This is an optimization exercise on Yosys and OpenROAD, whose aim is a short achievable clock period, few clock cycles and low power, not a production implementation.
Only simulation tests tie the RTL to the original design; equivalence was not proved.
Power and IR drop assume default switching activity.

Setup of the baseline:
==> flow/design.v (excerpt) <==
module procsi_core (
    input  wire        clk,
    input  wire        rst,         
    output reg         mem_req,
    output reg         mem_we,
    output reg  [7:0]  mem_addr,
    output reg  [15:0] mem_wdata,
    input  wire [15:0] mem_rdata,
    output wire        halted,
    output wire        faulted,
    input  wire [3:0]  dbg_sel,
    output reg  [15:0] dbg_data
);
Size in the first run: about 66 I/O pins, about 28000 um2 of cells after synthesis.
make LEC_CHECK=0 CAP_MARGIN=20 CORE_MARGIN=2 CORE_UTILIZATION=50 CTS_BUF_LIST=sky130_fd_sc_hd__clkbuf_16 CTS_CLUSTER_DIAMETER=80 CTS_CLUSTER_SIZE=20 PLACE_DENSITY=0.7 SETUP_SLACK_MARGIN=5 SLEW_MARGIN=20 finish   # period 10.0 ns
run.sh (not shown) runs the stock make flow with config.mk's settings and CLKGATE_MAP_FILE= SYNTH_SCRIPT=/design/flow/synth_recipe.tcl, a recipe that flattens the netlist after the stock synthesis.
Testbench counts of the baseline, summed over its fixed seeds: cycles 162,220.
Changes in the candidate relative to the baseline:
Settings: changing CAP_MARGIN from 20 to 25; removing CTS_CLUSTER_DIAMETER (formerly 80); changing SLEW_MARGIN from 20 to 25; removing CTS_BUF_LIST (formerly sky130_fd_sc_hd__clkbuf_16); removing CTS_CLUSTER_SIZE (formerly 20).
Findings:
Looking at cell type of the slowest stage on the worst timing path, the a31oi_1 result is from the baseline; the mux4_2 one comes from the candidate.
Going from the baseline to the candidate, clock-buffer cell count grew by more than half.
Compared with the baseline, the router placed more vias in the candidate.
The non-clock buffer instance count of the final layout reported for the candidate is greater than that of the baseline by 39.
Looking at clock period minus worst slack across both flows, the candidate is the stronger of the two, with the baseline trailing.
The baseline was smaller in final cell area than the candidate.
In the flow results for the candidate and the baseline, the met3 track utilization from global routing is larger on the candidate.
Comparing the candidate and the baseline, the higher clock distribution area overhead in the final layout was measured on the candidate.
Diff the baseline -> the candidate | routed wire length | up slightly
[the candidate vs the baseline] global-route wire length before repair: higher in the candidate
Relative to the baseline, power share of the clock group has increased by 4.5 points in the candidate.


Setup of main:
Starting RTL as in the previous note.
## procsi_core
module procsi_core (
    input  wire        clk,
    input  wire        rst,         
    output reg         mem_req,
    output reg         mem_we,
    output reg  [7:0]  mem_addr,
    output reg  [15:0] mem_wdata,
    input  wire [15:0] mem_rdata,
    output wire        halted,
    output wire        faulted,
    input  wire [3:0]  dbg_sel,
    output reg  [15:0] dbg_data
);
    localparam [1:0] RUN_READY   = 2'd0;
    localparam [1:0] RUN_HALTED  = 2'd1;
    localparam [1:0] RUN_FAULTED = 2'd2;
    localparam [2:0] F_INVALID_OPCODE = 3'd1;
    localparam [2:0] F_INVALID_MODE   = 3'd2;
    localparam [2:0] F_ILLEGAL_MODE   = 3'd3;
    localparam [2:0] F_MEM_RANGE      = 3'd4;
    localparam [2:0] F_STACK_OVER     = 3'd6;
    localparam [2:0] F_STACK_UNDER    = 3'd7;
    localparam [5:0] OP_LOAD  = 6'd0,  OP_STORE = 6'd1,  OP_ADD  = 6'd2,
                     OP_SUB   = 6'd3,  OP_AND   = 6'd4,  OP_OR   = 6'd5,
                     OP_SHL   = 6'd6,  OP_SHR   = 6'd7,  OP_JMP  = 6'd8,
                     OP_JEQ   = 6'd9,  OP_CALL  = 6'd10, OP_RET  = 6'd11,
                     OP_PUSH  = 6'd12, OP_POP   = 6'd13, OP_MOV  = 6'd14,
                     OP_HALT  = 6'd15;
    localparam [3:0] S_FETCH = 4'd0,    
                     S_LOAD  = 4'd1,    
  ...
clock: 10.0 ns
lec_check: 0
cap_margin: 20
core_margin: 2
core_utilization: 55
cts_buf_list: sky130_fd_sc_hd__clkbuf_8
place_density: 0.72
setup_slack_margin: 4.6
slew_margin: 20
Status: main FAILED at global routing (tool error)
Testbench counts of main, summed over its fixed seeds: cycles 162,220.
Modified inputs, the feature branch compared to main
Settings: putting CTS_CLUSTER_DIAMETER at 90 where nothing was set; swapping 4.6 for 4.5 in SETUP_SLACK_MARGIN; swapping sky130_fd_sc_hd__clkbuf_8 for sky130_fd_sc_hd__clkbuf_16 in CTS_BUF_LIST; putting CTS_CLUSTER_SIZE at 24 where nothing was set; swapping 20 for 25 in SLEW_MARGIN; swapping 0.72 for 0.7 in PLACE_DENSITY; swapping 55 for 50 in CORE_UTILIZATION; swapping 20 for 25 in CAP_MARGIN.
Results
The feature branch went all the way through synthesis, placement and routing and the layout is clean on timing, DRC and antenna. [the feature branch vs main] cell area after placement: higher in the feature branch. As far as share of async-settable or async-resettable flops after synthesis is concerned, main and the feature branch perform about the same. The higher number of cells in the design after placement came out of the feature branch.

what the ideal ports hide:
In the flow no input, the clock included, has a driving cell. The finished layouts below were timed again as built, in two steps.
Step 1, drivers: a clkbuf_16 drives clk and a buf_2 each remaining input, both assumed.
Step 2 also shifts input and output timing later by t, the mid clock arrival at the registers, as if the neighbouring blocks saw the same clock.
Slacks: ideal ports / drivers / drivers and shift; pairs: ideal ports / drivers.
run | t (ns) | slack for setup (ns) | hold WS [ns] | worst setup path at the end | slew at the worst register clock pin (ns)
the baseline | 0.706 | 4.367 / 4.235 / 4.235 | 0.503 / 0.503 / 0.503 | input to output | 0.09 / 0.09
the candidate | 0.676 | 4.429 / 4.127 / 4.127 | 0.495 / 0.495 / 0.495 | input to output | 0.08 / 0.08
the feature branch | 0.678 | 4.400 / 4.235 / 3.812 | 0.494 / 0.494 / 0.494 | input to register | 0.11 / 0.11
After both steps every run listed still meets setup and hold. For the feature branch, which loses most, drivers alone change the setup slack by -0.165 ns; drivers and shift together by -0.588 ns.
